Context: an optimization exercise on an open-source flow, tuned for small area, a short achievable clock period and few clock cycles. The choices shown serve that exercise and are no tape-out recipe.
At most, simulation tests tie the RTL to the original design; equivalence was not proved.
Function not checked in runs 1 and 2: the RTL went through the layout flow alone.
Power and IR drop assume default switching activity.

`design/flow/config.mk`:
```
export PLATFORM = sky130hd
export DESIGN_NAME = crc_frame_codec
export DESIGN_NICKNAME = crc_frame_codec
export VERILOG_FILES = /design/flow/design.v
export SDC_FILE = /design/flow/constraint.sdc
export NUM_CORES = 4
export LEC_CHECK = 0
export CAP_MARGIN = 20
export CORE_MARGIN = 2
export CORE_UTILIZATION = 55
export SETUP_SLACK_MARGIN = 5
export SLEW_MARGIN = 20
```
`design/flow/constraint.sdc`:
```
create_clock -name core_clock -period 10.0 [get_ports {clk}]
set_input_delay 2.0000 -clock core_clock [delete_from_list [all_inputs] [get_ports {clk}]]
set_output_delay 2.0000 -clock core_clock [all_outputs]
set_load 0.01 [all_outputs]
```
`design/flow/design.v`:
```
module crc_frame_codec (
    input  wire        clk,
    input  wire        rst,
    input  wire        cmd_valid,
    output wire        cmd_ready,
    input  wire [3:0]  cmd_op,
    input  wire [7:0]  cmd_reg,
    input  wire [7:0]  cmd_byte,
    input  wire [8:0]  cmd_len,
    input  wire        buf_we,
    input  wire [7:0]  buf_addr,
    input  wire [7:0]  buf_wdata,
    input  wire [7:0]  rd_addr,
    output reg  [7:0]  rd_data,
    output reg         done,
    output reg  [2:0]  err,
    output reg  [15:0] rval,
    output reg         fault,
    output reg         tx_valid,
    output reg  [7:0]  tx_data,
    input  wire        tx_ready,
    input  wire        tx_fail,
    input  wire        rx_valid,
    input  wire [7:0]  rx_data,
    output reg         rx_ready,
    input  wire        rx_fail,
    input  wire        expire
);
    localparam [7:0]  SOF_BYTE = 8'hAA;
    localparam [6:0]  DEV_ADDR = 7'h40;
    localparam [15:0] CRC_INIT = 16'hFFFF;
    localparam [3:0] OP_CRC_INIT   = 4'h1;
    localparam [3:0] OP_CRC_UPDATE = 4'h2;
    localparam [3:0] OP_CRC_READ   = 4'h3;
    localparam [3:0] OP_ENC_WRITE  = 4'h4;
    localparam [3:0] OP_ENC_READ   = 4'h5;
    localparam [3:0] OP_DECODE     = 4'h6;
    localparam [3:0] OP_XACT_WRITE = 4'h7;
    localparam [3:0] OP_XACT_READ  = 4'h8;
    localparam [3:0] OP_RELEASE    = 4'hF;
    localparam [2:0] E_OK       = 3'd0;
    localparam [2:0] E_INVALID  = 3'd1;
    localparam [2:0] E_TIMEOUT  = 3'd2;
    localparam [2:0] E_CHECKSUM = 3'd3;
    localparam [2:0] E_PROTOCOL = 3'd4;
    localparam [2:0] E_ADDRESS  = 3'd5;
    localparam [2:0] E_TRANSPORT= 3'd6;
    localparam [2:0] T_SOF = 3'd0;
    localparam [2:0] T_ADR = 3'd1;
    localparam [2:0] T_REG = 3'd2;
    localparam [2:0] T_LEN = 3'd3;
    localparam [2:0] T_PAY = 3'd4;
    localparam [2:0] T_CRH = 3'd5;
    localparam [2:0] T_CRL = 3'd6;
    localparam [2:0] R_HUNT = 3'd0;
    localparam [2:0] R_H0   = 3'd1;
    localparam [2:0] R_H1   = 3'd2;
    localparam [2:0] R_H2   = 3'd3;
    localparam [2:0] R_PAY  = 3'd4;
    localparam [2:0] R_C0   = 3'd5;
    localparam [2:0] R_C1   = 3'd6;
    function [15:0] crc_step;
        input [15:0] c;
        input [7:0]  b;
        integer i;
        reg [15:0] r;
        begin
            r = c;
            for (i = 7; i >= 0; i = i - 1) begin
                if (r[15] ^ b[i])
                    r = {r[14:0], 1'b0} ^ 16'h1021;
                else
                    r = {r[14:0], 1'b0};
            end
            crc_step = r;
        end
    endfunction
    reg        idle;         
    reg        released;
    reg [2:0]  tph;          
    reg [2:0]  rph;          
    reg        rw_r;         
    reg        then_rx;      
    reg [7:0]  reg_r;
    reg [7:0]  len_r;
    reg [7:0]  cnt;          
    reg [15:0] fcrc;         
    reg        addr_ok;
    reg        reg_ok;
    reg [7:0]  cb0;          
    reg [15:0] gcrc;
    reg        gpend;
    reg [7:0]  gbyte;
    reg [2039:0] txv;
    reg [2039:0] rxv;
    assign cmd_ready = idle;
    function [254:0] dec255;
        input [7:0] a;
        integer k;
        reg [15:0] hi, lo;
        begin
            for (k = 0; k < 16; k = k + 1) begin
                hi[k] = (a[7:4] == k);
                lo[k] = (a[3:0] == k);
            end
            for (k = 0; k < 255; k = k + 1)
                dec255[k] = hi[k >> 4] & lo[k & 15];
        end
    endfunction
    function [15:0] dec16;
        input [3:0] a;
        integer k;
        begin
            for (k = 0; k < 16; k = k + 1)
                dec16[k] = (a == k);
        end
    endfunction
    function [7:0] rd255;
        input [2039:0] v;
        input [7:0]    a;
        integer j, k;
        reg [15:0] hi, lo;
        reg [7:0]  row, r;
        begin
            hi = dec16(a[7:4]);
            lo = dec16(a[3:0]);
            r = 8'h00;
            for (j = 0; j < 16; j = j + 1) begin
                row = 8'h00;
                for (k = 0; k < 16; k = k + 1)
                    if (j * 16 + k < 255)
                        row = row | ({8{lo[k]}} & v[8*(j*16+k) +: 8]);
                r = r | ({8{hi[j]}} & row);
            end
            rd255 = r;
        end
    endfunction
    wire [7:0] tmem_rd = rd255(txv, cnt);
    wire [7:0] rmem_rd = rd255(rxv, rd_addr);
    always @(posedge clk)
        rd_data <= rmem_rd;
    wire [254:0] bsel = dec255(buf_addr);
    wire [254:0] wsel = dec255(cnt);
    wire         bw   = buf_we && idle;
    wire         rw   = rx_ready && rx_valid && (rph == R_PAY);
    genvar gi;
    generate
        for (gi = 0; gi < 255; gi = gi + 1) begin : g_buf
            always @(posedge clk) begin
                if (bw && bsel[gi])
                    txv[8*gi +: 8] <= buf_wdata;
                if (rw && wsel[gi])
                    rxv[8*gi +: 8] <= rx_data;
            end
        end
    endgenerate
    wire        tx_take  = tx_valid && tx_ready;
    wire        tx_cov   = (tph == T_ADR) || (tph == T_REG) ||
                           (tph == T_LEN) || (tph == T_PAY);
    wire [15:0] ncrc     = crc_step(fcrc, tx_valid ? tx_data : rx_data);
    wire [7:0]  cnt_inc  = cnt + 8'd1;
    wire        tx_plast = rw_r || (cnt == len_r);    
    reg  [7:0]  tx_nbyte;
    reg  [2:0]  tx_nph;
    always @(*) begin
        case (tph)
        T_SOF: begin tx_nbyte = {DEV_ADDR, rw_r}; tx_nph = T_ADR; end
        T_ADR: begin tx_nbyte = reg_r;            tx_nph = T_REG; end
        T_REG: begin tx_nbyte = len_r;            tx_nph = T_LEN; end
        T_CRH: begin tx_nbyte = fcrc[7:0];        tx_nph = T_CRL; end
        default: begin
            if (tx_plast) begin
                tx_nbyte = ncrc[15:8]; tx_nph = T_CRH;
            end else begin
                tx_nbyte = tmem_rd;    tx_nph = T_PAY;
            end
        end
        endcase
    end
    wire rx_take = rx_ready && rx_valid;
    always @(posedge clk) begin
        if (gpend)
            gcrc <= crc_step(gcrc, gbyte);
        gpend <= 1'b0;
        if (rst) begin
            idle     <= 1'b1;
            released <= 1'b0;
            done     <= 1'b0;
            fault    <= 1'b0;
            tx_valid <= 1'b0;
            rx_ready <= 1'b0;
        end else if (idle) begin
            reg_r <= cmd_reg;
            len_r <= cmd_len[7:0];
            gbyte <= cmd_byte;
            cnt   <= 8'd0;
            tph   <= T_SOF;
            rph   <= R_HUNT;
            fcrc  <= CRC_INIT;
            rw_r  <= (cmd_op == OP_ENC_READ) || (cmd_op == OP_XACT_READ);
            then_rx <= (cmd_op == OP_XACT_READ);
            tx_data <= SOF_BYTE;
            if (cmd_valid) begin
                if (released) begin
                    fault <= 1'b1;
                end else begin
                    done <= 1'b1;
                    err  <= E_OK;
                    case (cmd_op)
                    OP_CRC_INIT: begin
                        gcrc  <= CRC_INIT;
                    end
                    OP_CRC_UPDATE: begin
                        gpend <= 1'b1;
                    end
                    OP_CRC_READ: begin
                        rval <= gpend ? crc_step(gcrc, gbyte) : gcrc;
                    end
                    OP_ENC_WRITE, OP_ENC_READ: begin
                        if (cmd_len[8]) begin
                            err <= E_INVALID;
                        end else begin
                            done     <= 1'b0;
                            idle     <= 1'b0;
                            tx_valid <= 1'b1;
                        end
                    end
                    OP_XACT_WRITE, OP_XACT_READ: begin
                        if (cmd_len[8] || cmd_len[7:0] == 8'd0) begin
                            err <= E_INVALID;
                        end else begin
                            done     <= 1'b0;
                            idle     <= 1'b0;
                            tx_valid <= 1'b1;
                        end
                    end
                    OP_DECODE: begin
                        if (cmd_len[8]) begin
                            err <= E_INVALID;
                        end else begin
                            done     <= 1'b0;
                            idle     <= 1'b0;
                            rx_ready <= 1'b1;
                        end
                    end
                    OP_RELEASE: begin
                        released <= 1'b1;
                    end
                    default: begin
                        err <= E_INVALID;
                    end
                    endcase
                end
            end
        end else if (tx_valid) begin
            if (expire) begin
                tx_valid <= 1'b0;
                idle     <= 1'b1;
                done     <= 1'b1;
                err      <= E_TIMEOUT;
            end else if (tx_fail) begin
                tx_valid <= 1'b0;
                idle     <= 1'b1;
                done     <= 1'b1;
                err      <= E_TRANSPORT;
            end else if (tx_ready) begin
                if (tx_cov)
                    fcrc <= ncrc;
                if (tph == T_CRL) begin
                    tx_valid <= 1'b0;
                    if (then_rx) begin
                        rx_ready <= 1'b1;
                    end else begin
                        idle <= 1'b1;
                        done <= 1'b1;
                        err  <= E_OK;
                    end
                end
                tph     <= tx_nph;
                tx_data <= tx_nbyte;
                if (tph == T_LEN || tph == T_PAY)
                    cnt <= cnt_inc;
            end
        end else begin
            if (expire) begin
                rx_ready <= 1'b0;
                idle     <= 1'b1;
                done     <= 1'b1;
                err      <= E_TIMEOUT;
            end else if (rx_fail) begin
                rx_ready <= 1'b0;
                idle     <= 1'b1;
                done     <= 1'b1;
                err      <= E_TRANSPORT;
            end else if (rx_valid) begin
                case (rph)
                R_HUNT: begin
                    if (rx_data == SOF_BYTE) begin
                        fcrc <= CRC_INIT;
                        rph  <= R_H0;
                    end
                end
                R_H0: begin
                    fcrc <= ncrc;
                    addr_ok <= (rx_data[7:1] == DEV_ADDR);
                    rph     <= R_H1;
                end
                R_H1: begin
                    fcrc <= ncrc;
                    reg_ok <= (rx_data == reg_r);
                    rph    <= R_H2;
                end
                R_H2: begin
                    fcrc <= ncrc;
                    cnt    <= 8'd0;
                    if (!addr_ok) begin
                        rx_ready <= 1'b0;
                        idle     <= 1'b1;
                        done     <= 1'b1;
                        err      <= E_ADDRESS;
                    end else if (!reg_ok || rx_data != len_r) begin
                        rx_ready <= 1'b0;
                        idle     <= 1'b1;
                        done     <= 1'b1;
                        err      <= E_PROTOCOL;
                    end else if (len_r == 8'd0) begin
                        rph <= R_C0;
                    end else begin
                        rph <= R_PAY;
                    end
                end
                R_PAY: begin
                    fcrc <= ncrc;
                    cnt    <= cnt_inc;
                    if (cnt_inc == len_r)
                        rph <= R_C0;
                end
                R_C0: begin
                    cb0 <= rx_data;
                    rph <= R_C1;
                end
                default: begin
                    rx_ready <= 1'b0;
                    idle     <= 1'b1;
                    done     <= 1'b1;
                    err      <= ({cb0, rx_data} == fcrc) ? E_OK : E_CHECKSUM;
                end
                endcase
            end
        end
    end
endmodule
```
`design/flow/run.sh`:
```
#!/bin/bash
# synth_recipe.tcl (not shown) runs the flow's synth.tcl, then flattens the netlist and writes it again
# the make line also repeats each setting of config.mk as NAME=value (left out here)
make -C /OpenROAD-flow-scripts/flow DESIGN_CONFIG=/design/flow/config.mk WORK_HOME=/design/flow/orfs CLKGATE_MAP_FILE= SYNTH_SCRIPT=/design/flow/synth_recipe.tcl finish
```
==> results_tabular.tex, run 1 <==
\begin{tabular}{lr}
\hline
Metric & Value \\
\hline
\multicolumn{2}{l}{\textbf{Detailed routing}} \\
\quad Number of vias after detailed routing & slightly above 100k \\
\quad Total length of routed wires & 622 mm \\
\quad Iteration count of the initial detailed-routing pass & 12 \\
\quad Wire per inst & 45.0 um \\
\quad Remaining routing DRC violations & 0 \\
\quad DRC violation total after the first TritonRoute iteration & between 20000 and 25000 \\
\quad Post-route antenna net violation count & 0 \\
\quad Vias per cell & 7.43 \\
\multicolumn{2}{l}{\textbf{Run status}} \\
\quad Result of the run & finished clean \\
\multicolumn{2}{l}{\textbf{Clocking}} \\
\quad CTS H-tree lvls & 5 \\
\quad Cell at the root of the clock tree & sky130\_fd\_sc\_hd\_\_clkbuf\_16 \\
\quad CTS sink count & 4204 \\
\quad TritonCTS clock tree & done \\
\quad TritonCTS buffer count & between 400 and 500 \\
\quad Clock latency at the later pin of the worst-skew pair & 1.02 ns \\
\quad Maximum clock path buffer count & 4 \\
\quad CTS Hold Buffers Added & 0 \\
\quad Clock transition at the registers of the reported paths & $\sim$0.060 ns \\
\multicolumn{2}{l}{\textbf{GRT}} \\
\quad Number of global-route vias before repair & 95700 \\
\quad Antenna violations before repair & slightly below 50 \\
\quad Aggregate global routing overflow & 0 \\
\quad Maximum number of pins on one net before global-route repair & 198 \\
\quad Aggregate global-route resource usage & a little over two fifths \\
\quad Global-route wire length before repair & approximately 830 mm \\
\multicolumn{2}{l}{\textbf{Timing}} \\
\quad Final setup vio count & 0 \\
\quad Transition time of the tightest slew-check pin & 1.31 ns \\
\quad Setup repair after global routing missed its margin & yes \\
\quad Final worst clock skew & 0.0368 ns \\
\quad Final-layout setup total negative slack & 0 ns \\
\quad Min cycle time layout & around 5.2 ns \\
\quad Fmax & about 0.19 GHz \\
\quad Crit share post-route & a little over half \\
\quad Final Max Slew Viols & 0 \\
\quad Fin. Hold Viols & 0 \\
\quad Worst slew slack as a fraction of its limit & roughly an eighth \\
\multicolumn{2}{l}{\textbf{Placement}} \\
\quad Placed insts & about 13000 \\
\quad Count of input and output buffers & about 110 \\
\quad Last weighted congestion value of the routability-driven placer & 1.00 \\
\quad Area of placed instances & between 150000 and 200000 sq um \\
\quad Placed wire-length estimate after detailed placement & around 370 mm \\
\multicolumn{2}{l}{\textbf{Cells and area}} \\
\quad Util after Layout & a little over three fifths \\
\quad Number of filler instances in the final layout & 20700 \\
\quad Area growth, synth to finish & 12.9\% \\
\quad Post-Layout Cell Count & roughly 14000 \\
\quad Layout cell share with drive strength beyond 1 & between 10 and 15\% \\
\quad Count of nets after finishing & around 9700 \\
\quad Finished Cell Area & $\sim$180000 sq um \\
\multicolumn{2}{l}{\textbf{Setup path}} \\
\quad Crit path arrival time & between 6 and 7 ns \\
\quad Crit path max fanout & between 60 and 70 \\
\quad Critical Path Sink Type & flop \\
\quad Critical setup path kind & in -> reg \\
\quad Launching element of the worst setup path & rd\_addr[1] \\
\quad Reg-to-reg critical path startpoint & cnt[2]\$\_SDFFCE\_PP0P\_ \\
\quad Register-to-register setup slack & 4.81 ns \\
\quad Data required, critical path & 10.86 ns \\
\quad Worst Setup Start Kind & input pin \\
\multicolumn{2}{l}{\textbf{Synth}} \\
\quad Most common library cells after synthesis & 4173 x sky130\_fd\_sc\_hd\_\_edfxtp\_1, 772 x sky130\_fd\_sc\_hd\_\_a22oi\_1, 737 x sky130\_fd\_sc\_hd\_\_nor2\_1 \\
\quad Syn nets & 9443 \\
\quad Fraction of synthesis flops using an asynchronous set or reset pin & 0\% \\
\quad Share of the synthesized area in the top cell type & between 70\% and 80\% \\
\quad Top\_reg\_cell synth & sky130\_fd\_sc\_hd\_\_edfxtp\_1 \\
\quad Leading area contributor after synthesis & sky130\_fd\_sc\_hd\_\_edfxtp\_1 \\
\quad Post-synth design cell area & around 160000 sq um \\
\quad Top cells by area, synth & sky130\_fd\_sc\_hd\_\_edfxtp\_1 79\%, sky130\_fd\_sc\_hd\_\_a22oi\_1 3.6\%, sky130\_fd\_sc\_hd\_\_nor2\_1 1.7\% \\
\quad Count of distinct cell types in the synthesized netlist & 92 \\
\quad Count of flip-flops with a built-in enable after synthesis & 4173 \\
\quad Syn avg cell area & roughly 17 sq um \\
\quad Top-count cell post-synth & sky130\_fd\_sc\_hd\_\_edfxtp\_1 \\
\quad Number of synthesized register bits & 4204 \\
\quad Warning count from the yosys run & 1 \\
\quad Synthesized instance count & 9369 \\
\quad Sequential cell area fraction in the yosys report & between 70\% and 80\% \\
\multicolumn{2}{l}{\textbf{Floorplanning}} \\
\quad Floorplan row count & 197 \\
\quad Core box area & 288000 sq um \\
\quad Floorplan die width & 542 um \\
\quad Die Outline Area & roughly 300000 sq um \\
\quad Die Span Y & 542 um \\
\quad Ports placed on the boundary & 110 \\
\quad Initial cell density of the core & 55.3\% \\
\multicolumn{2}{l}{\textbf{Power and ir drop}} \\
\quad Static leakage & 55.4 nW \\
\quad Total power density per cell area & a little over 200 nW/um\^{}2 \\
\quad Total power consumption of the routed design & about 37 mW \\
\quad Maximum ir drop on the vdd rail & 0.158 mV \\
\multicolumn{2}{l}{\textbf{Worst hold path}} \\
\quad Class of the tightest hold or removal check & reg -> reg \\
\quad Min-Delay Startpoint & rx\_ready\$\_SDFFE\_PP0P\_ \\
\multicolumn{2}{l}{\textbf{Run}} \\
\quad Max Cap Violations & 0 \\
\hline
\end{tabular}
[registers in the layout, summed over array words and instances, names as in the netlist, 3 cells and up]
| signal | flops |
|---|---|
| gbyte | 8 |
| err | 3 |
| len_r | 8 |
| tx_data | 8 |
| txv | 2040 |
| rph | 3 |
| cnt | 8 |
| cb0 | 8 |
| rval | 16 |
| rd_data | 8 |
| rxv | 2040 |
| reg_r | 8 |
| gcrc | 16 |
| tph | 3 |
| fcrc | 16 |
[report_power, final]
group,internal (mW),total (mW),switching [mW]
Combinational,0.551,2.17,1.62
Clock,8.78,15.6,6.85
Sequential,19.4,19.5,0.0537
Total,28.8,37.3,8.53
[logic make-up after synthesis]
logic type / after synthesis / share of synthesized area, %
xor gates and xnor gates: 101 / 0.555
DFF: 4204 / 79.0
buffers and inverters: 647 / 1.83
and+or+nand+nor: 1614 / 4.57
AOI/OAI and AO/OA: 2474 / 11.8
adders and majority gates: 4 / 0.0314
muxes: 325 / 2.18
[metal layers]
| layer | GRT usage (%) | part of all wire [%] | vias up |
|---|---|---|---|
| li1 | - | - | 39100 |
| met2 | 62.0 | 44 | 9367 |
| met1 | 53.9 | 34 | 51900 |
| met4 | 31.2 | 9.0 | 44 |
| met3 | 10.1 | 13 | 2200 |
| met5 | 0.247 | 0.062 | - |
[cells in the final DEF (no fill, tap or decap), types with 72 or more instances in the layout]
master	count
sky130_fd_sc_hd__a21oi_1	186
sky130_fd_sc_hd__a221oi_1	270
sky130_fd_sc_hd__a222oi_1	223
sky130_fd_sc_hd__a22o_1	289
sky130_fd_sc_hd__a22oi_1	771
sky130_fd_sc_hd__a31oi_1	74
sky130_fd_sc_hd__buf_4	322
sky130_fd_sc_hd__clkbuf_1	88
sky130_fd_sc_hd__clkbuf_16	428
sky130_fd_sc_hd__clkdlybuf4s50_1	89
sky130_fd_sc_hd__clkinv_1	100
sky130_fd_sc_hd__edfxtp_1	4173
sky130_fd_sc_hd__mux2_2	104
sky130_fd_sc_hd__mux2i_1	206
sky130_fd_sc_hd__nand2_1	366
sky130_fd_sc_hd__nand3_1	148
sky130_fd_sc_hd__nor2_1	673
sky130_fd_sc_hd__o2111ai_1	72
sky130_fd_sc_hd__o21ai_0	277
[timing repair]
item | 4_1_cts | 5_1_grt
gates cloned | 2 | 0
buffers inserted | 11 | 0
pin swaps | 2 | 2
gates resized for setup | 52 | 22
endpoints found under the setup margin | 15 | 12
[final timing paths]
check,end,depth (start not counted)
min reg2reg,rx_ready$_SDFFE_PP0P_,2
max,rd_data[1]$_DFF_P_,11
max reg2reg,tx_data[4]$_SDFFCE_PP0P_,12
min,rx_ready$_SDFFE_PP0P_,2
[cell type report]
type                       instances  area (sq um)  share of cell area [%]
sequential                      4204        126000                    70.0
multi-input combinational       4519         31400                    17.4
clock buffer                     527         11200                    6.22
tap                             3781          4730                    2.63
timing repair buffer             473          4300                    2.39
clock inverter                   248          2250                    1.25
antenna                           40           100                  0.0556
inverter                          20          85.1                  0.0473
[through the flow]
stage / hold slack [ns] / setup WS, ns
CTS: 0.517 / 4.91
floorplan: 0.480 / 5.38
global route: 0.550 / 4.78
global placement: 0.462 / 2.45
finish: 0.518 / 4.78
detailed placement: 0.504 / 2.82
[worst max-delay path, cell delays in order]
cell	delay, ns
sky130_fd_sc_hd__buf_8	0.39
sky130_fd_sc_hd__buf_6	0.36
sky130_fd_sc_hd__nor4b_2	0.13
sky130_fd_sc_hd__buf_12	0.22
sky130_fd_sc_hd__a22oi_1	0.39
sky130_fd_sc_hd__o211ai_1	0.13
sky130_fd_sc_hd__a221o_1	0.29
sky130_fd_sc_hd__o21ai_0	0.88
sky130_fd_sc_hd__o21ai_0	0.31
sky130_fd_sc_hd__a2111oi_0	0.44
sky130_fd_sc_hd__nand4_1	0.14
==> inputs of run 2 (changes only) <==
--- a/design/flow/design.v
+++ b/design/flow/design.v
@@ -107,32 +107,11 @@
                 dec255[k] = hi[k >> 4] & lo[k & 15];
         end
     endfunction
-    function [15:0] dec16;
-        input [3:0] a;
-        integer k;
-        begin
-            for (k = 0; k < 16; k = k + 1)
-                dec16[k] = (a == k);
-        end
-    endfunction
     function [7:0] rd255;
         input [2039:0] v;
         input [7:0]    a;
-        integer j, k;
-        reg [15:0] hi, lo;
-        reg [7:0]  row, r;
         begin
-            hi = dec16(a[7:4]);
-            lo = dec16(a[3:0]);
-            r = 8'h00;
-            for (j = 0; j < 16; j = j + 1) begin
-                row = 8'h00;
-                for (k = 0; k < 16; k = k + 1)
-                    if (j * 16 + k < 255)
-                        row = row | ({8{lo[k]}} & v[8*(j*16+k) +: 8]);
-                r = r | ({8{hi[j]}} & row);
-            end
-            rd255 = r;
+            rd255 = (a == 8'd255) ? 8'h00 : v[8*a +: 8];
         end
     endfunction
     wire [7:0] tmem_rd = rd255(txv, cnt);
==> run 2 against run 1 <==
Net effect:
- synthesized cell count shrank 21%
- cell count shrank 13%
- die area grew 2.3%
- critical path depth shrank 4
- sequential power is essentially flat
- routed wire length shrank 35%
- still clean on timing, DRC and antenna
- total power is essentially flat
- final area grew 1.5%
- first-iteration DRC count shrank 58%
==> results_tabular.tex, run 2 <==
\begin{tabular}{lr}
\hline
Metric & Value \\
\hline
\multicolumn{2}{l}{\textbf{Run status}} \\
\quad Result of the run & finished clean \\
\multicolumn{2}{l}{\textbf{Cells and area}} \\
\quad Finished Cell Area & between 150000 and 200000 sq um \\
\quad Area growth, synth to finish & 12.0\% \\
\quad Biggest regs & rxv: 2040 flops, txv: 2040 flops \\
\quad Most common cell after layout, fill and taps aside & sky130\_fd\_sc\_hd\_\_edfxtp\_1 \\
\quad Commonest non-fill, non-tap cells in the layout & 4173 x sky130\_fd\_sc\_hd\_\_edfxtp\_1, 1157 x sky130\_fd\_sc\_hd\_\_mux4\_2, 597 x sky130\_fd\_sc\_hd\_\_nor2\_1, 429 x sky130\_fd\_sc\_hd\_\_clkbuf\_16, 202 x sky130\_fd\_sc\_hd\_\_a22oi\_1 \\
\quad Layout cell share with drive strength beyond 1 & approximately 25\% \\
\quad Post-Layout Cell Count & about 12000 \\
\quad Count of nets after finishing & about 7700 \\
\quad Util after Layout & between 60\% and 70\% \\
\multicolumn{2}{l}{\textbf{Placement}} \\
\quad Placed wire-length estimate after detailed placement & around 240 mm \\
\quad Last weighted congestion value of the routability-driven placer & around 0.83 \\
\quad Area of placed instances & roughly 170000 sq um \\
\quad Placed insts & roughly 11000 \\
\quad Count of input and output buffers & 109 \\
\quad Worst slack at placement & 3.87 ns \\
\multicolumn{2}{l}{\textbf{GRT}} \\
\quad Number of global-route vias before repair & 77900 \\
\quad Maximum number of pins on one net before global-route repair & $\sim$190 \\
\quad Aggregate global routing overflow & 0 \\
\quad Global-route wire length before repair & 579 mm \\
\quad Antenna violations before repair & 11 \\
\quad Aggregate global-route resource usage & a little over a quarter \\
\multicolumn{2}{l}{\textbf{Timing}} \\
\quad Fmax & around 0.2 GHz \\
\quad PnR worst setup slack & around 5 ns \\
\quad Fin. Hold Viols & 0 \\
\quad Crit share post-route & between 40\% and 50\% \\
\quad Setup repair after global routing missed its margin & no \\
\quad Transition time of the tightest slew-check pin & about 1.2 ns \\
\quad Min cycle time layout & 4.99 ns \\
\quad Worst slew slack as a fraction of its limit & around 15\% \\
\quad Final setup vio count & 0 \\
\quad Worst Hold Margin & approximately 0.47 ns \\
\quad Final worst clock skew & 0.0308 ns \\
\quad Final-layout setup total negative slack & 0 ns \\
\quad Final Max Slew Viols & 0 \\
\multicolumn{2}{l}{\textbf{Clocking}} \\
\quad CTS H-tree lvls & 5 \\
\quad TritonCTS clock tree & done \\
\quad Maximum clock path buffer count & 4 \\
\quad TritonCTS buffer count & 421 \\
\quad Clock latency at the later pin of the worst-skew pair & $\sim$0.95 ns \\
\quad CTS sink count & around 4200 \\
\quad Number of setup buffers added after CTS & 0 \\
\quad Clock transition at the registers of the reported paths & 0.06 ns \\
\quad CTS Hold Buffers Added & 0 \\
\quad Cell at the root of the clock tree & sky130\_fd\_sc\_hd\_\_clkbuf\_16 \\
\multicolumn{2}{l}{\textbf{Power and ir drop}} \\
\quad Switching part of the total power & 21.1\% \\
\quad Part of the power in combinational logic & 5.3\% \\
\quad Clk pwr share & 42.5\% \\
\quad Total power density per cell area & approximately 200 nW/um\^{}2 \\
\quad Total power consumption of the routed design & 37.3 mW \\
\quad Cell Int Power & approximately 29 mW \\
\quad Maximum ir drop on the vdd rail & 0.170 mV \\
\quad Static leakage & about 56 nW \\
\quad Reg power frac & 52.2\% \\
\quad Net load switching power & around 7.9 mW \\
\multicolumn{2}{l}{\textbf{Synth}} \\
\quad Fraction of synthesis flops using an asynchronous set or reset pin & 0\% \\
\quad Number of synthesized register bits & approximately 4200 \\
\quad Top-count cell post-synth & sky130\_fd\_sc\_hd\_\_edfxtp\_1 \\
\quad Top cells by area, synth & sky130\_fd\_sc\_hd\_\_edfxtp\_1 77\%, sky130\_fd\_sc\_hd\_\_mux4\_2 16\%, sky130\_fd\_sc\_hd\_\_nor2\_1 1.4\% \\
\quad Sequential cell area fraction in the yosys report & between 70 and 80\% \\
\quad Post-synth design cell area & between 150000 and 200000 sq um \\
\quad Most common library cells after synthesis & 4173 x sky130\_fd\_sc\_hd\_\_edfxtp\_1, 1157 x sky130\_fd\_sc\_hd\_\_mux4\_2, 602 x sky130\_fd\_sc\_hd\_\_nor2\_1 \\
\quad Count of flip-flops with a built-in enable after synthesis & roughly 4200 \\
\quad Syn avg cell area & 22.0 sq um \\
\quad Warning count from the yosys run & 1 \\
\quad Share of the synthesized area in the top cell type & a little under 80\% \\
\quad Top\_reg\_cell synth & sky130\_fd\_sc\_hd\_\_edfxtp\_1 \\
\quad Count of distinct cell types in the synthesized netlist & 66 \\
\quad Syn nets & about 7500 \\
\quad Leading area contributor after synthesis & sky130\_fd\_sc\_hd\_\_edfxtp\_1 \\
\quad Synthesized instance count & about 7400 \\
\multicolumn{2}{l}{\textbf{Floorplanning}} \\
\quad Floorplan die width & approximately 550 um \\
\quad Die Outline Area & 301000 sq um \\
\quad Ports placed on the boundary & 110 \\
\quad Core box area & just under 300000 sq um \\
\quad Floorplan row count & 199 \\
\quad Initial cell density of the core & 55.4\% \\
\quad Die Span Y & between 500 and 600 um \\
\multicolumn{2}{l}{\textbf{Detailed routing}} \\
\quad Number of vias after detailed routing & approximately 77000 \\
\quad Wire length the detailed router placed on met1 & 164 mm \\
\quad Iteration count of the initial detailed-routing pass & 5 \\
\quad Sum of met3 wire segment lengths after detailed routing & 26.3 mm \\
\quad Vias per cell & 6.44 \\
\quad Total length of routed wires & between 400 and 500 mm \\
\quad DRC violation total after the first TritonRoute iteration & 8663 \\
\quad Wire per inst & approximately 34 um \\
\quad Top Metal Used & met5 \\
\quad Routed met2 length & just over 200 mm \\
\quad Post-route antenna net violation count & 0 \\
\quad Remaining routing DRC violations & 0 \\
\multicolumn{2}{l}{\textbf{Setup path}} \\
\quad Data required, critical path & $\sim$11 ns \\
\quad Register-to-register setup slack & 5.10 ns \\
\quad Worst Setup Start Kind & input pin \\
\quad Crit path max fanout & roughly 130 \\
\quad Crit path arrival time & 5.79 ns \\
\quad Critical setup path kind & in -> reg \\
\quad Critical Path Sink Type & flop \\
\multicolumn{2}{l}{\textbf{Worst hold path}} \\
\quad Class of the tightest hold or removal check & reg -> reg \\
\multicolumn{2}{l}{\textbf{Run}} \\
\quad Max Cap Violations & 0 \\
\hline
\end{tabular}
run 2: repair_timing:
action | in CTS | in global routing
cloned | 0 | 0
pin swaps | 0 | 0
gates resized for setup | 16 | 1
endpoints found under the setup margin | 11 | 1
run 2: cells by family after synthesis:
family / share of synthesized area, %
compound gates: 2.18
flops: 77.2
buf+inv: 1.24
xor+xnor: 0.521
mux: 16.5
simple gates: 2.29
fa+ha+maj: 0.0307
run 2: worst paths after layout:
path                                            from                        to  depth (start not counted)
worst max-delay path                      rd_addr[1]     rd_data[7]$_SDFF_PN0_                          7
worst min-delay path              fault$_SDFFE_PP0P_        fault$_SDFFE_PP0P_                          2
worst max register to register  cnt[1]$_SDFFCE_PP0P_  tx_data[7]$_SDFFCE_PP1P_                          9
worst min register to register    fault$_SDFFE_PP0P_        fault$_SDFFE_PP0P_                          2
run 2: per-layer routing:
metal | GRT usage [%] | vias to the layer above
met5 | 0 | -
met4 | 7.37 | 14
met3 | 3.79 | 565
met2 | 44.5 | 2950
met1 | 38.4 | 41800
li1 | - | 31700
run 2: layout make-up:
type | instances | area [sq um]
Inverter | 17 | 63.8
Fill cell | 20000 | 112000
Timing Repair Buffer | 260 | 2610
Multi-Input combinational cell | 2756 | 35400
Tap cell | 3919 | 4900
Clock inverter | 255 | 2640
Clock buffer | 535 | 11200
Antenna cell | 6 | 15.0
Sequential cell | 4204 | 126000
run 2: power groups by stage:
stage / Clock [mW] / Combinational (mW) / Sequential [mW]
2_1_floorplan: 0 / 1.09 / 19.8
3_3_place_gp: 0 / 1.94 / 19.9
3_5_place_dp: 0 / 1.98 / 19.9
4_1_cts: 16.1 / 1.98 / 19.5
5_1_grt: 16.7 / 2.07 / 19.5
6_report: 15.9 / 1.96 / 19.5
run 2: worst max-delay path, cell delays in order:
cell and delay [ns]:
sky130_fd_sc_hd__buf_8 0.59, sky130_fd_sc_hd__buf_12 0.62, sky130_fd_sc_hd__mux4_2 0.46, sky130_fd_sc_hd__mux4_2 0.55, sky130_fd_sc_hd__mux4_2 0.56, sky130_fd_sc_hd__a22oi_1 0.57, sky130_fd_sc_hd__nand2_1 0.15
==> inputs of run 3 (changes only) <==
--- a/design/flow/design.v
+++ b/design/flow/design.v
@@ -114,7 +114,6 @@
             rd255 = (a == 8'd255) ? 8'h00 : v[8*a +: 8];
         end
     endfunction
-    wire [7:0] tmem_rd = rd255(txv, cnt);
     wire [7:0] rmem_rd = rd255(rxv, rd_addr);
     always @(posedge clk)
         rd_data <= rmem_rd;
@@ -151,12 +150,27 @@
             if (tx_plast) begin
                 tx_nbyte = ncrc[15:8]; tx_nph = T_CRH;
             end else begin
-                tx_nbyte = tmem_rd;    tx_nph = T_PAY;
+                tx_nbyte = tpre;       tx_nph = T_PAY;
             end
         end
         endcase
     end
     wire rx_take = rx_ready && rx_valid;
+    reg  [7:0]  tpre;
+    reg  [7:0]  tra;
+    wire [7:0]  tmem_rd = rd255(txv, tra);
+    always @(posedge clk) begin
+        if (idle) begin
+            tra <= 8'd0;
+        end else if (tph == T_SOF || tph == T_ADR || tph == T_REG) begin
+            tpre <= tmem_rd;
+            if (tph == T_REG && tx_ready)
+                tra <= 8'd1;
+        end else if (tx_ready && (tph == T_LEN || tph == T_PAY) && !tx_plast) begin
+            tpre <= tmem_rd;
+            tra  <= tra + 8'd1;
+        end
+    end
     always @(posedge clk) begin
         if (gpend)
             gcrc <= crc_step(gcrc, gbyte);
==> design/flow/flow/run.sh (new file) <==
#!/bin/bash
set -uo pipefail
bash standard.sh SETUP_SLACK_MARGIN=6.5 \
  "BUFFER_PORTS_ARGS=-buffer_cell sky130_fd_sc_hd__buf_4" \
  finish > standard_flow.log 2>&1
rc=$?
echo "standard.sh exit $rc"
exit $rc
==> design/flow/standard.sh (new file) <==
#!/bin/bash
# synth_recipe.tcl (not shown) runs the flow's synth.tcl, then flattens the netlist and writes it again
# the make line also repeats each setting of config.mk as NAME=value (left out here)
make -C /OpenROAD-flow-scripts/flow DESIGN_CONFIG=/design/flow/config.mk WORK_HOME=/design/flow/orfs CLKGATE_MAP_FILE= SYNTH_SCRIPT=/design/flow/synth_recipe.tcl "${@:-finish}"
--- a/design/flow/config.mk
+++ b/design/flow/config.mk
@@ -7,6 +7,8 @@
 export LEC_CHECK = 0
 export CAP_MARGIN = 20
 export CORE_MARGIN = 2
-export CORE_UTILIZATION = 55
+export CORE_UTILIZATION = 50
+export CTS_CLUSTER_DIAMETER = 100
+export CTS_CLUSTER_SIZE = 30
 export SETUP_SLACK_MARGIN = 5
 export SLEW_MARGIN = 20
removed: design/flow/run.sh
==> run 3 against run 2 <==
Net effect:
- synthesized cell count rose by 3.4%
- sequential share of layout area increased by 0.87 points
- area after synthesis up 0.88%
- sequential cell count rose by 16
- non-clock buffer count up 152
- first-iteration DRC count rose by 14%
- die area up 11%
- clock-buffer cell count down 332
==> results_tabular.tex, run 3 <==
\begin{tabular}{lr}
\hline
Metric & Value \\
\hline
\multicolumn{2}{l}{\textbf{Detailed routing}} \\
\quad Post-route antenna net violation count & 0 \\
\quad Iteration count of the initial detailed-routing pass & 7 \\
\quad Vias per cell & roughly 6.5 \\
\quad Total length of routed wires & 429 mm \\
\quad DRC violation total after the first TritonRoute iteration & 9877 \\
\quad Wire per inst & 35.2 um \\
\quad Number of vias after detailed routing & 78900 \\
\quad Remaining routing DRC violations & 0 \\
\multicolumn{2}{l}{\textbf{Timing}} \\
\quad Crit share post-route & around 38\% \\
\quad Min cycle time layout & 3.78 ns \\
\quad Fin. Hold Viols & 0 \\
\quad Worst Hold Margin & around 0.52 ns \\
\quad Final Max Slew Viols & 0 \\
\quad PnR worst setup slack & roughly 6.2 ns \\
\quad Final setup vio count & 0 \\
\quad Fmax & $\sim$0.26 GHz \\
\quad Final worst clock skew & approximately 0.045 ns \\
\quad Transition time of the tightest slew-check pin & approximately 1.3 ns \\
\quad Setup repair after global routing missed its margin & yes \\
\quad Final-layout setup total negative slack & 0 ns \\
\quad Worst slew slack as a fraction of its limit & between 10\% and 20\% \\
\multicolumn{2}{l}{\textbf{Power and ir drop}} \\
\quad Static leakage & between 50 and 60 nW \\
\quad Reg power frac & 66.3\% \\
\quad Total power consumption of the routed design & $\sim$30 mW \\
\quad Total power density per cell area & about 160 nW/um\^{}2 \\
\quad Net load switching power & $\sim$6.2 mW \\
\quad Clk pwr share & between 20\% and 30\% \\
\quad Cell Int Power & 23.3 mW \\
\quad Switching part of the total power & between 20\% and 30\% \\
\quad Part of the power in combinational logic & about 5.3\% \\
\quad Maximum ir drop on the vdd rail & approximately 0.16 mV \\
\multicolumn{2}{l}{\textbf{Clocking}} \\
\quad CTS sink count & about 4200 \\
\quad Cell at the root of the clock tree & sky130\_fd\_sc\_hd\_\_clkbuf\_16 \\
\quad TritonCTS buffer count & about 160 \\
\quad Clock latency at the later pin of the worst-skew pair & about 0.9 ns \\
\quad CTS H-tree lvls & 4 \\
\quad CTS Hold Buffers Added & 0 \\
\quad Clock transition at the registers of the reported paths & 0.11 ns \\
\quad TritonCTS clock tree & done \\
\quad Maximum clock path buffer count & 4 \\
\multicolumn{2}{l}{\textbf{Worst hold path}} \\
\quad Class of the tightest hold or removal check & reg -> reg \\
\multicolumn{2}{l}{\textbf{Synth}} \\
\quad Number of synthesized register bits & 4220 \\
\quad Share of the synthesized area in the top cell type & between 70 and 80\% \\
\quad Top-count cell post-synth & sky130\_fd\_sc\_hd\_\_edfxtp\_1 \\
\quad Top\_reg\_cell synth & sky130\_fd\_sc\_hd\_\_edfxtp\_1 \\
\quad Syn avg cell area & 21.5 sq um \\
\quad Synthesized instance count & around 7700 \\
\quad Syn nets & a little under 8000 \\
\quad Sequential cell area fraction in the yosys report & between 70\% and 80\% \\
\quad Count of distinct cell types in the synthesized netlist & 64 \\
\quad Leading area contributor after synthesis & sky130\_fd\_sc\_hd\_\_edfxtp\_1 \\
\quad Top cells by area, synth & sky130\_fd\_sc\_hd\_\_edfxtp\_1 76\%, sky130\_fd\_sc\_hd\_\_mux4\_2 15\%, sky130\_fd\_sc\_hd\_\_nor2\_1 1.4\% \\
\quad Count of flip-flops with a built-in enable after synthesis & roughly 4200 \\
\quad Most common library cells after synthesis & 4181 x sky130\_fd\_sc\_hd\_\_edfxtp\_1, 1103 x sky130\_fd\_sc\_hd\_\_mux4\_2, 605 x sky130\_fd\_sc\_hd\_\_nor2\_1 \\
\quad Warning count from the yosys run & 1 \\
\quad Fraction of synthesis flops using an asynchronous set or reset pin & 0\% \\
\quad Post-synth design cell area & 165000 sq um \\
\multicolumn{2}{l}{\textbf{Setup path}} \\
\quad Launching element of the worst setup path & rd\_addr[4] \\
\quad Number of cells on the worst reg-to-reg path & 10 \\
\quad Sequence of cells on the critical path & clkbuf\_8 > inv\_6 > nor2\_4 > buf\_4 > a32oi\_1 > o2111ai\_1 > o22ai\_4 > a221oi\_2 \\
\quad Critical setup path kind & in -> reg \\
\quad Worst Setup Start Kind & input pin \\
\quad Reg-to-reg critical path endpoint & tpre[7]\$\_SDFFCE\_PN0P\_ \\
\quad Crit path arrival time & 4.56 ns \\
\quad Library cell contributing the largest single delay on the critical path & sky130\_fd\_sc\_hd\_\_a32oi\_1 \\
\quad Endpoint of the most critical setup path & rd\_data[3]\$\_SDFF\_PN0\_ \\
\quad Critical Path Sink Type & flop \\
\quad Data required, critical path & 10.78 ns \\
\quad Crit path max fanout & 26 \\
\quad Sum of buffers and inverters on the critical path & 3 \\
\quad Family of cells with the greatest summed delay on the critical path & compound AO/OA/AOI/OAI gates \\
\quad Reg-to-reg critical path startpoint & tra[0]\$\_SDFFE\_PP0P\_ \\
\quad Delay of the slowest cell on the worst path & approximately 0.57 ns \\
\quad Cell depth of the worst setup path & 8 \\
\quad Register-to-register setup slack & $\sim$6.4 ns \\
\multicolumn{2}{l}{\textbf{Cells and area}} \\
\quad Layout cell share with drive strength beyond 1 & approximately 30\% \\
\quad Finished Cell Area & around 180000 sq um \\
\quad Area growth, synth to finish & 10.0\% \\
\quad Count of nets after finishing & slightly below 8000 \\
\quad Commonest non-fill, non-tap cells in the layout & 4181 x sky130\_fd\_sc\_hd\_\_edfxtp\_1, 1103 x sky130\_fd\_sc\_hd\_\_mux4\_2, 322 x sky130\_fd\_sc\_hd\_\_nor2\_2, 218 x sky130\_fd\_sc\_hd\_\_mux2i\_1, 203 x sky130\_fd\_sc\_hd\_\_buf\_4 \\
\quad Biggest regs & rxv: 2040 flops, txv: 2040 flops \\
\quad Area of all sequential standard cells & between 100000 and 150000 sq um \\
\quad Most common cell after layout, fill and taps aside & sky130\_fd\_sc\_hd\_\_edfxtp\_1 \\
\quad Post-Layout Cell Count & 12200 \\
\quad Number of filler instances in the final layout & 24400 \\
\quad Util after Layout & between 50\% and 60\% \\
\quad Combined area of the multi-input logic cells & between 30000 and 40000 sq um \\
\multicolumn{2}{l}{\textbf{Placement}} \\
\quad Count of input and output buffers & around 110 \\
\quad Placed wire-length estimate after detailed placement & approximately 240 mm \\
\quad Area of placed instances & 171000 sq um \\
\quad Last weighted congestion value of the routability-driven placer & approximately 0.85 \\
\quad Worst slack at placement & roughly 4 ns \\
\quad Placed insts & 11800 \\
\multicolumn{2}{l}{\textbf{Floorplanning}} \\
\quad Die Span Y & just under 600 um \\
\quad Die Outline Area & between 300000 and 400000 sq um \\
\quad Ports placed on the boundary & 110 \\
\quad Floorplan die width & $\sim$580 um \\
\quad Core box area & about 330000 sq um \\
\quad Floorplan row count & 210 \\
\quad Initial cell density of the core & between 50\% and 60\% \\
\multicolumn{2}{l}{\textbf{GRT}} \\
\quad Global-route wire length before repair & around 600 mm \\
\quad Number of global-route vias before repair & roughly 78000 \\
\quad Aggregate global routing overflow & 0 \\
\quad Antenna violations before repair & 10 \\
\quad Aggregate global-route resource usage & about a quarter \\
\quad Maximum number of pins on one net before global-route repair & about 190 \\
\multicolumn{2}{l}{\textbf{Run}} \\
\quad Max Cap Violations & 0 \\
\multicolumn{2}{l}{\textbf{Run status}} \\
\quad Result of the run & finished clean \\
\hline
\end{tabular}
run 3: worst min-delay path by stage:
stage | startpoint | cells past startpoint | to
floorplan | released$_SDFFE_PP0P_ | 2 | released$_SDFFE_PP0P_
global placement | fault$_SDFFE_PP0P_ | 2 | fault$_SDFFE_PP0P_
detailed placement | fault$_SDFFE_PP0P_ | 2 | fault$_SDFFE_PP0P_
CTS | fault$_SDFFE_PP0P_ | 2 | fault$_SDFFE_PP0P_
global route | fault$_SDFFE_PP0P_ | 2 | fault$_SDFFE_PP0P_
finish | fault$_SDFFE_PP0P_ | 2 | fault$_SDFFE_PP0P_
run 3: repair_timing:
action	in CTS	in global routing
endpoints found under the hold margin	0	0
gates resized for setup	511	115
gates cloned	63	4
buffers inserted	78	32
endpoints found under the setup margin	2970	2413
pin swaps	34	23
run 3: cell families after synthesis:
family                     count (synthesis)  share of synthesized area [%]
DFF                                     4220                           76.8
muxes                                   1351                           16.6
and+or+nand+nor                         1046                           2.74
AOI/OAI and AO/OA                        476                           1.97
buffers and inverters                    466                           1.28
xor gates and xnor gates                 105                          0.559
adders and majority gates                  5                         0.0380
run 3: layout make-up:
cell class	instances	share of cell area [%]
clock buffer	203	2.44
timing repair buffer	412	3.29
multi-input combinational	2984	21.3
antenna	2	0.00276
sequential	4220	69.8
tap	4346	3.00
clock inverter	11	0.0733
inverter	18	0.0401
run 3: metal layers:
| layer | vias to the layer above | GRT usage (%) | share of wire [%] |
|---|---|---|---|
| met4 | 6 | 6.89 | 3.0 |
| met2 | 3482 | 41.9 | 49 |
| met1 | 43000 | 36.9 | 40 |
| met3 | 480 | 2.90 | 7.1 |
| li1 | 31900 | - | - |
| met5 | - | 0 | 0.0096 |
run 3: worst register-to-register path, cell delays in order (launching register included):
cell and delay, ns:
sky130_fd_sc_hd__dfxtp_4 0.49, sky130_fd_sc_hd__buf_12 0.16, sky130_fd_sc_hd__buf_4 0.12, sky130_fd_sc_hd__buf_12 0.11, sky130_fd_sc_hd__buf_16 0.11, sky130_fd_sc_hd__buf_4 0.10
sky130_fd_sc_hd__mux4_2 0.52, sky130_fd_sc_hd__mux4_2 0.58, sky130_fd_sc_hd__mux4_2 0.67, sky130_fd_sc_hd__nand2b_4 0.21, sky130_fd_sc_hd__a22o_4 0.28
run 3: power by group through the flow:
stage | Combinational [mW] | Clock [mW] | Sequential [mW]
after global routing | 1.66 | 9.04 | 19.6
after global placement | 1.35 | 0 | 19.9
after floorplan | 0.727 | 0 | 19.9
after detailed placement | 1.38 | 0 | 19.9
final | 1.58 | 8.37 | 19.5
after CTS | 1.56 | 8.52 | 19.5
Testbench counts of run 3, summed over its fixed seeds: cycles 81,727.
==> inputs of run 4 (changes only) <==
--- a/design/flow/design.v
+++ b/design/flow/design.v
@@ -87,7 +87,7 @@
     reg [15:0] fcrc;         
     reg        addr_ok;
     reg        reg_ok;
-    reg [7:0]  cb0;          
+    reg        hi_ok;        
     reg [15:0] gcrc;
     reg        gpend;
     reg [7:0]  gbyte;
@@ -329,14 +329,14 @@
                         rph <= R_C0;
                 end
                 R_C0: begin
-                    cb0 <= rx_data;
+                    hi_ok <= (rx_data == fcrc[15:8]);
                     rph <= R_C1;
                 end
                 default: begin
                     rx_ready <= 1'b0;
                     idle     <= 1'b1;
                     done     <= 1'b1;
-                    err      <= ({cb0, rx_data} == fcrc) ? E_OK : E_CHECKSUM;
+                    err      <= (hi_ok && rx_data == fcrc[7:0]) ? E_OK : E_CHECKSUM;
                 end
                 endcase
             end
--- a/design/flow/config.mk
+++ b/design/flow/config.mk
@@ -8,7 +8,8 @@
 export CAP_MARGIN = 20
 export CORE_MARGIN = 2
 export CORE_UTILIZATION = 50
-export CTS_CLUSTER_DIAMETER = 100
-export CTS_CLUSTER_SIZE = 30
+export CTS_CLUSTER_DIAMETER = 60
+export CTS_CLUSTER_SIZE = 24
 export SETUP_SLACK_MARGIN = 5
 export SLEW_MARGIN = 20
+export TNS_END_PERCENT = 20
==> run 4 against run 3 <==
Net effect:
- clock power rose by 52%
- clock skew is 0.0065 ns lower
- total power grew 15%
- cell count rose by 1.8%
- global-route usage is 0.072 points higher
- core utilization increased by 1.3 points
- die area barely moved
- worst hold slack worse by 0.022 ns
- setup slack worse by 0.12 ns
- critical path depth did not move
- sequential power hardly changed
- via count up 0.19%
- largest power group unchanged
- highest routed layer unchanged
==> results_tabular.tex, run 4 <==
\begin{tabular}{lr}
\hline
Metric & Value \\
\hline
\multicolumn{2}{l}{\textbf{Setup path}} \\
\quad Delay of the slowest cell on the worst path & 0.75 ns \\
\quad Sequence of cells on the critical path & buf\_16 > buf\_12 > buf\_16 > mux4\_2 > mux4\_2 > a2111oi\_4 > a21oi\_2 > o221a\_1 \\
\quad Library cell contributing the largest single delay on the critical path & sky130\_fd\_sc\_hd\_\_a2111oi\_4 \\
\quad Critical setup path kind & in -> reg \\
\quad Crit path max fanout & 6 \\
\quad Critical Path Sink Type & flop \\
\quad Crit path arrival time & between 4 and 5 ns \\
\quad Worst Setup Start Kind & input pin \\
\quad Data required, critical path & around 11 ns \\
\multicolumn{2}{l}{\textbf{Clocking}} \\
\quad Clock transition at the registers of the reported paths & $\sim$0.090 ns \\
\quad TritonCTS buffer count & 285 \\
\quad CTS H-tree lvls & 5 \\
\quad Maximum clock path buffer count & 4 \\
\quad TritonCTS clock tree & done \\
\quad Cell at the root of the clock tree & sky130\_fd\_sc\_hd\_\_clkbuf\_16 \\
\quad CTS sink count & 4213 \\
\quad CTS Hold Buffers Added & 0 \\
\quad Clock latency at the later pin of the worst-skew pair & 0.95 ns \\
\multicolumn{2}{l}{\textbf{Synth}} \\
\quad Share of the synthesized area in the top cell type & about three quarters \\
\quad Top-count cell post-synth & sky130\_fd\_sc\_hd\_\_edfxtp\_1 \\
\quad Leading area contributor after synthesis & sky130\_fd\_sc\_hd\_\_edfxtp\_1 \\
\quad Number of synthesized register bits & around 4200 \\
\quad Count of flip-flops with a built-in enable after synthesis & between 4000 and 5000 \\
\quad Sequential cell area fraction in the yosys report & about three quarters \\
\quad Syn nets & $\sim$7700 \\
\quad Count of distinct cell types in the synthesized netlist & between 70 and 80 \\
\quad Warning count from the yosys run & 1 \\
\quad Top\_reg\_cell synth & sky130\_fd\_sc\_hd\_\_edfxtp\_1 \\
\quad Top cells by area, synth & sky130\_fd\_sc\_hd\_\_edfxtp\_1 76\%, sky130\_fd\_sc\_hd\_\_mux4\_2 15\%, sky130\_fd\_sc\_hd\_\_mux2i\_1 1.5\% \\
\quad Syn avg cell area & between 20 and 25 sq um \\
\quad Most common library cells after synthesis & 4174 x sky130\_fd\_sc\_hd\_\_edfxtp\_1, 1114 x sky130\_fd\_sc\_hd\_\_mux4\_2, 622 x sky130\_fd\_sc\_hd\_\_nor2\_1 \\
\quad Synthesized instance count & about 7600 \\
\quad Post-synth design cell area & 165000 sq um \\
\quad Fraction of synthesis flops using an asynchronous set or reset pin & 0\% \\
\multicolumn{2}{l}{\textbf{Detailed routing}} \\
\quad Wire per inst & between 30 and 40 um \\
\quad Number of vias after detailed routing & about 80000 \\
\quad Vias per cell & around 6.4 \\
\quad Remaining routing DRC violations & 0 \\
\quad Total length of routed wires & between 400 and 500 mm \\
\quad Post-route antenna net violation count & 0 \\
\quad DRC violation total after the first TritonRoute iteration & 9116 \\
\quad Iteration count of the initial detailed-routing pass & 6 \\
\multicolumn{2}{l}{\textbf{Placement}} \\
\quad Worst slack at placement & 3.79 ns \\
\quad Placed wire-length estimate after detailed placement & between 200 and 250 mm \\
\quad Count of input and output buffers & roughly 110 \\
\quad Last weighted congestion value of the routability-driven placer & roughly 0.85 \\
\quad Placed insts & between 10000 and 15000 \\
\quad Area of placed instances & 171000 sq um \\
\multicolumn{2}{l}{\textbf{Power and ir drop}} \\
\quad Total power consumption of the routed design & $\sim$34 mW \\
\quad Maximum ir drop on the vdd rail & roughly 0.14 mV \\
\quad Total power density per cell area & between 150 and 200 nW/um\^{}2 \\
\quad Static leakage & 55.3 nW \\
\multicolumn{2}{l}{\textbf{Cells and area}} \\
\quad Area growth, synth to finish & 12.6\% \\
\quad Finished Cell Area & $\sim$190000 sq um \\
\quad Util after Layout & roughly 57\% \\
\quad Layout cell share with drive strength beyond 1 & 30.9\% \\
\quad Count of nets after finishing & around 7900 \\
\quad Most common cell after layout, fill and taps aside & sky130\_fd\_sc\_hd\_\_edfxtp\_1 \\
\quad Number of filler instances in the final layout & between 20000 and 25000 \\
\quad Biggest regs & rxv: 2040 flops, txv: 2040 flops \\
\quad Post-Layout Cell Count & approximately 12000 \\
\quad Commonest non-fill, non-tap cells in the layout & 4174 x sky130\_fd\_sc\_hd\_\_edfxtp\_1, 1114 x sky130\_fd\_sc\_hd\_\_mux4\_2, 343 x sky130\_fd\_sc\_hd\_\_nor2\_1, 301 x sky130\_fd\_sc\_hd\_\_clkbuf\_16, 229 x sky130\_fd\_sc\_hd\_\_mux2i\_1 \\
\multicolumn{2}{l}{\textbf{Timing}} \\
\quad Worst slew slack as a fraction of its limit & 13.8\% \\
\quad Fmax & about 0.26 GHz \\
\quad Final Max Slew Viols & 0 \\
\quad Final worst clock skew & slightly below 0.04 ns \\
\quad Fin. Hold Viols & 0 \\
\quad Final setup vio count & 0 \\
\quad Setup repair after global routing missed its margin & yes \\
\quad PnR worst setup slack & between 6 and 7 ns \\
\quad Worst Hold Margin & around 0.50 ns \\
\quad Crit share post-route & between 30\% and 40\% \\
\quad Final-layout setup total negative slack & 0 ns \\
\quad Transition time of the tightest slew-check pin & roughly 1.3 ns \\
\quad Min cycle time layout & a little under 4 ns \\
\multicolumn{2}{l}{\textbf{Floorplanning}} \\
\quad Initial cell density of the core & about half \\
\quad Floorplan die width & roughly 580 um \\
\quad Floorplan row count & 210 \\
\quad Ports placed on the boundary & 110 \\
\quad Core box area & 327000 sq um \\
\quad Die Outline Area & about 330000 sq um \\
\quad Die Span Y & slightly below 600 um \\
\multicolumn{2}{l}{\textbf{GRT}} \\
\quad Global-route wire length before repair & about 610 mm \\
\quad Aggregate global-route resource usage & between 20\% and 30\% \\
\quad Aggregate global routing overflow & 0 \\
\quad Number of global-route vias before repair & around 80000 \\
\quad Maximum number of pins on one net before global-route repair & about 160 \\
\quad Antenna violations before repair & 15 \\
\multicolumn{2}{l}{\textbf{Run status}} \\
\quad Result of the run & finished clean \\
\multicolumn{2}{l}{\textbf{Worst hold path}} \\
\quad Class of the tightest hold or removal check & reg -> reg \\
\multicolumn{2}{l}{\textbf{Run}} \\
\quad Max Cap Violations & 0 \\
\hline
\end{tabular}
==> run 4: cell count changes in the layout (fill, tap and decap cells not counted), sizes merged, moves of 18 or more <==
cell,before,now
mux2i,224,254
nor2b,74,50
nand2,193,140
inv,22,106
a22oi,9,35
buf,375,342
clkinv,7,92
a211oi,69,26
clkinvlp,0,18
clkbuf,213,322
==> run 4: worst max-delay path: cells and delay by family <==
family          cells  cell delay (ns)
compound gates      3             1.17
mux                 2             1.14
buf+inv             3             0.39
==> run 4: logic make-up (layout without fill, tap and decap cells) <==
group                      count (synthesis)  after routing  share of synthesized area (%)
AOI/OAI and AO/OA                        444            444                           1.85
xor gates and xnor gates                 105            105                          0.559
adders and majority gates                  5              5                         0.0380
buffers and inverters                    469            925                           1.35
DFF                                     4213           4213                           76.7
muxes                                   1400           1400                           17.0
other                                      0              1                              0
and+or+nand+nor                          976            976                           2.52
==> run 4: path summary, 6_finish.rpt <==
path | endpoint | startpoint | slack [ns] | cells past startpoint
setup / recovery | rd_data[1]$_SDFF_PN0_ | rd_addr[0] | 6.10 | 8
hold / removal | fault$_SDFFE_PP0P_ | fault$_SDFFE_PP0P_ | 0.50 | 2
setup reg to reg | tpre[7]$_SDFFCE_PN0P_ | tra[0]$_SDFFE_PP0P_ | 6.32 | 7
hold reg to reg | fault$_SDFFE_PP0P_ | fault$_SDFFE_PP0P_ | 0.50 | 2
==> run 4: layer usage <==
layer | up-vias | routed length [um] | global-route usage [%]
li1 | 32300 | - | -
met1 | 42800 | 168000 | 34.9
met2 | 3329 | 217000 | 43.2
met3 | 640 | 28900 | 3.39
met4 | 12 | 15200 | 8.55
met5 | - | 88 | 0
==> run 4: final cells by class <==
type / instances / area (sq um) / share of cell area, %
inverters: 23 / 86.3 / 0.0466
repair buffers: 386 / 5340 / 2.89
clock inverters: 208 / 2480 / 1.34
clock buffers: 308 / 7430 / 4.01
multi-input cells: 2930 / 38200 / 20.6
flip-flops and latches: 4213 / 126000 / 68.1
diodes: 1 / 2.50 / 0.00135
well taps: 4346 / 5440 / 2.94
==> run 4: where the power goes <==
part,leakage [nW],switching [mW],internal (mW)
Combinational,12.7,0.992,0.583
Sequential,37.8,0.0575,19.4
Clock,4.77,6.58,6.13
==> run 4: what timing repair did <==
| action | 4_1_cts | 5_1_grt |
|---|---|---|
| pin swaps | 19 | 19 |
| buffers inserted | 55 | 21 |
| setup endpoints to repair | 3145 | 3094 |
| cloned | 46 | 6 |
| resized for setup | 421 | 166 |
Testbench counts of run 4, summed over its fixed seeds: cycles 81,727.
==> inputs of run 5 (changes only) <==
--- a/design/flow/design.v
+++ b/design/flow/design.v
@@ -117,16 +117,24 @@
     wire [7:0] rmem_rd = rd255(rxv, rd_addr);
     always @(posedge clk)
         rd_data <= rmem_rd;
-    wire [254:0] bsel = dec255(buf_addr);
+    reg        bw_q;
+    reg [7:0]  ba_q;
+    reg [7:0]  bd_q;
+    always @(posedge clk) begin
+        bw_q <= buf_we && idle && !rst;
+        ba_q <= buf_addr;
+        bd_q <= buf_wdata;
+    end
+    wire [254:0] bsel = dec255(ba_q);
     wire [254:0] wsel = dec255(cnt);
-    wire         bw   = buf_we && idle;
+    wire         bw   = bw_q;
     wire         rw   = rx_ready && rx_valid && (rph == R_PAY);
     genvar gi;
     generate
         for (gi = 0; gi < 255; gi = gi + 1) begin : g_buf
             always @(posedge clk) begin
                 if (bw && bsel[gi])
-                    txv[8*gi +: 8] <= buf_wdata;
+                    txv[8*gi +: 8] <= bd_q;
                 if (rw && wsel[gi])
                     rxv[8*gi +: 8] <= rx_data;
             end
--- a/design/flow/config.mk
+++ b/design/flow/config.mk
@@ -8,8 +8,7 @@
 export CAP_MARGIN = 20
 export CORE_MARGIN = 2
 export CORE_UTILIZATION = 50
-export CTS_CLUSTER_DIAMETER = 60
-export CTS_CLUSTER_SIZE = 24
+export CTS_CLUSTER_DIAMETER = 80
+export CTS_CLUSTER_SIZE = 30
 export SETUP_SLACK_MARGIN = 5
 export SLEW_MARGIN = 20
-export TNS_END_PERCENT = 20
==> run 5 against run 4 <==
Net effect:
- sequential power about the same
- clock-buffer cell count down 96
- still clean
- sequential cell count up 17
- clock power down 25%
- largest power group unchanged
- die area up 0.72%
- setup slack better by 0.23 ns
- largest cell class unchanged
- combinational power about the same
- routed wire length up 3.4%
- critical path depth up 3
==> results_tabular.tex, run 5 <==
\begin{tabular}{lr}
\hline
Metric & Value \\
\hline
\multicolumn{2}{l}{\textbf{Run status}} \\
\quad Result of the run & finished clean \\
\multicolumn{2}{l}{\textbf{Detailed routing}} \\
\quad Number of vias after detailed routing & roughly 80000 \\
\quad Total length of routed wires & 443 mm \\
\quad Vias per cell & $\sim$6.5 \\
\quad Remaining routing DRC violations & 0 \\
\quad Wire per inst & between 30 and 40 um \\
\quad Iteration count of the initial detailed-routing pass & 6 \\
\multicolumn{2}{l}{\textbf{Timing}} \\
\quad Crit share post-route & a little under two fifths \\
\quad Transition time of the tightest slew-check pin & 1.41 ns \\
\quad Final setup vio count & 0 \\
\quad Final Max Slew Viols & 0 \\
\quad PnR worst setup slack & about 6.3 ns \\
\quad Worst slew slack as a fraction of its limit & 5.67\% \\
\quad Final-layout setup total negative slack & 0 ns \\
\quad Fmax & $\sim$0.27 GHz \\
\quad Setup repair after global routing missed its margin & yes \\
\multicolumn{2}{l}{\textbf{Setup path}} \\
\quad Most used cell along the critical path & sky130\_fd\_sc\_hd\_\_buf\_16 \\
\quad Delay of the slowest cell on the worst path & roughly 0.56 ns \\
\quad Crit path arrival time & 4.47 ns \\
\quad Critical setup path kind & in -> reg \\
\quad Library cell contributing the largest single delay on the critical path & sky130\_fd\_sc\_hd\_\_mux4\_2 \\
\quad Critical Path Sink Type & flop \\
\quad Worst Setup Start Kind & input pin \\
\quad Family of cells with the greatest summed delay on the critical path & multiplexers \\
\quad Sum of buffers and inverters on the critical path & 7 \\
\multicolumn{2}{l}{\textbf{Synth}} \\
\quad Top\_reg\_cell synth & sky130\_fd\_sc\_hd\_\_edfxtp\_1 \\
\quad Syn avg cell area & between 20 and 25 sq um \\
\quad Top-count cell post-synth & sky130\_fd\_sc\_hd\_\_edfxtp\_1 \\
\quad Leading area contributor after synthesis & sky130\_fd\_sc\_hd\_\_edfxtp\_1 \\
\quad Syn nets & between 8000 and 9000 \\
\quad Share of the synthesized area in the top cell type & about 76\% \\
\quad Sequential cell area fraction in the yosys report & about three quarters \\
\quad Warning count from the yosys run & 1 \\
\quad Count of flip-flops with a built-in enable after synthesis & 4174 \\
\quad Fraction of synthesis flops using an asynchronous set or reset pin & 0\% \\
\quad Synthesized instance count & $\sim$8000 \\
\quad Post-synth design cell area & between 150000 and 200000 sq um \\
\quad Count of distinct cell types in the synthesized netlist & 84 \\
\multicolumn{2}{l}{\textbf{GRT}} \\
\quad Global-route wire length before repair & around 620 mm \\
\quad GRT met1 Usage & between 30\% and 40\% \\
\quad Maximum number of pins on one net before global-route repair & 190 \\
\quad Routing usage on met3 & about 2.9\% \\
\quad Aggregate global routing overflow & 0 \\
\quad Number of global-route vias before repair & around 80000 \\
\quad Global-route met2 utilization & 42.8\% \\
\multicolumn{2}{l}{\textbf{Cells and area}} \\
\quad Number of filler instances in the final layout & roughly 25000 \\
\quad Area growth, synth to finish & 10.5\% \\
\quad Finished Cell Area & 183000 sq um \\
\quad Layout cell share with drive strength beyond 1 & around 27\% \\
\quad Post-Layout Cell Count & $\sim$13000 \\
\quad Most common cell after layout, fill and taps aside & sky130\_fd\_sc\_hd\_\_edfxtp\_1 \\
\multicolumn{2}{l}{\textbf{Power and ir drop}} \\
\quad Static leakage & between 50 and 60 nW \\
\quad Maximum ir drop on the vdd rail & between 0.15 and 0.2 mV \\
\quad Total power density per cell area & 167 nW/um\^{}2 \\
\multicolumn{2}{l}{\textbf{Clocking}} \\
\quad Clock latency at the later pin of the worst-skew pair & approximately 0.94 ns \\
\quad Clock transition at the registers of the reported paths & about 0.12 ns \\
\quad TritonCTS clock tree & done \\
\quad CTS sink count & about 4200 \\
\quad CTS Hold Buffers Added & 0 \\
\quad Maximum clock path buffer count & 4 \\
\quad Cell at the root of the clock tree & sky130\_fd\_sc\_hd\_\_clkbuf\_16 \\
\multicolumn{2}{l}{\textbf{Floorplanning}} \\
\quad Ports placed on the boundary & 110 \\
\quad Floorplan row count & between 200 and 250 \\
\quad Core box area & between 300000 and 400000 sq um \\
\multicolumn{2}{l}{\textbf{Placement}} \\
\quad Last weighted congestion value of the routability-driven placer & just under 0.9 \\
\quad Placed wire-length estimate after detailed placement & roughly 260 mm \\
\quad Area of placed instances & roughly 170000 sq um \\
\quad Count of input and output buffers & between 100 and 150 \\
\quad Placed insts & approximately 12000 \\
\quad Worst slack at placement & roughly 4 ns \\
\multicolumn{2}{l}{\textbf{Run}} \\
\quad Max Cap Violations & 0 \\
\hline
\end{tabular}
-- run 5: cell type report --
| type | instances | area [sq um] | area share [%] |
|---|---|---|---|
| flip-flops and latches | 4230 | 127000 | 69.1 |
| multi-input cells | 3313 | 39100 | 21.4 |
| repair buffers | 444 | 5970 | 3.26 |
| well taps | 4366 | 5460 | 2.98 |
| clock buffers | 212 | 4830 | 2.63 |
| clock inverters | 95 | 1130 | 0.619 |
| inverters | 18 | 101 | 0.0553 |
| diodes | 3 | 7.51 | 0.00410 |
-- run 5: repair_timing --
action	in CTS	in global routing
endpoints found under the setup margin	1550	1453
gates resized for setup	449	228
pin swaps	21	40
cloned	39	14
setup buffers	57	54
hold endpoints to repair	0	0
-- run 5: worst min-delay path, cell delays in order, from the launching register on --
cell                      delay [ns]
sky130_fd_sc_hd__dfxtp_1        0.35
sky130_fd_sc_hd__a31oi_1        0.04
sky130_fd_sc_hd__nor2_1         0.08
-- run 5: per-layer routing --
metal / routed length (um) / part of all wire, %
met5: 17 / 0.0038
met4: 17200 / 3.9
met3: 31200 / 7.0
met2: 221000 / 50
met1: 174000 / 39
-- run 5: path summary, 6_finish.rpt --
path | start | endpoint | slack, ns | cells past startpoint
worst max-delay path | rd_addr[0] | rd_data[2]$_SDFF_PN0_ | 6.33 | 11
worst min-delay path | fault$_SDFFE_PP0P_ | fault$_SDFFE_PP0P_ | 0.51 | 2
worst max register to register | tra[1]$_SDFFE_PP0P_ | tpre[3]$_SDFFCE_PN0P_ | 6.45 | 8
worst min register to register | fault$_SDFFE_PP0P_ | fault$_SDFFE_PP0P_ | 0.51 | 2
-- run 5: report_power, final --
part | internal, mW | switching (mW)
sequential | 19.5 | 0.0923
combinational | 0.578 | 0.993
clock | 3.85 | 5.64
-- run 5: kinds of logic (layout without fill, tap and decap cells) --
kind of cell	count (synthesis)	count (layout)	share of synthesized area [%]
adders and majority gates	5	5	0.0378
buffers and inverters	487	769	1.87
xor gates and xnor gates	103	103	0.561
and+or+nand+nor	1156	1156	3.03
DFF	4230	4230	76.3
other	0	3	0
AOI/OAI and AO/OA	763	763	3.26
muxes	1286	1286	14.9
-- run 5: metrics by stage --
step	utilization, %	power, mW	hold slack, ns
2_1_floorplan	-	20.8	0.477
3_3_place_gp	51.9	21.3	0.454
3_5_place_dp	51.9	21.4	0.479
4_1_cts	54.9	30.8	0.504
5_1_grt	55.5	31.4	0.527
6_report	55.5	30.7	0.505
Testbench counts of run 5, summed over its fixed seeds: cycles 81,727.

separate check: timing with driven ports:
In the flow no input, the clock included, has a driving cell. The finished layouts below were timed again as built, in two steps.
Step 1 sets driving cells, clkbuf_16 on the clock port and buf_2 on the other inputs (assumed; they add their load-dependent delay and slew).
Step 2 also shifts input and output timing later by t, the mid clock arrival at the registers, as if the neighbouring blocks saw the same clock.
Slacks: ideal ports / drivers / drivers and shift; pairs: ideal ports / drivers.
run	t (ns)	slack for setup (ns)	hold slack, ns	clock arrival spread, ns	worst data-port slew with drivers (ns)
run 1	1.122	4.783 / 4.813 / 3.727	0.518 / 0.518 / 0.518	0.048 / 0.047	0.06
run 2	1.042	5.013 / 5.062 / 4.021	0.474 / 0.474 / 0.474	0.038 / 0.039	0.10
run 3	0.991	6.220 / 6.043 / 5.052	0.518 / 0.518 / 0.518	0.051 / 0.051	0.40
run 4	1.026	6.097 / 5.832 / 4.807	0.496 / 0.496 / 0.496	0.055 / 0.055	0.42
run 5	1.016	6.325 / 6.203 / 5.188	0.505 / 0.505 / 0.505	0.061 / 0.061	0.27
After both steps setup and hold are still met in every run listed. For run 4, which loses most, drivers alone change the setup slack by -0.265 ns; drivers and shift together by -1.290 ns.
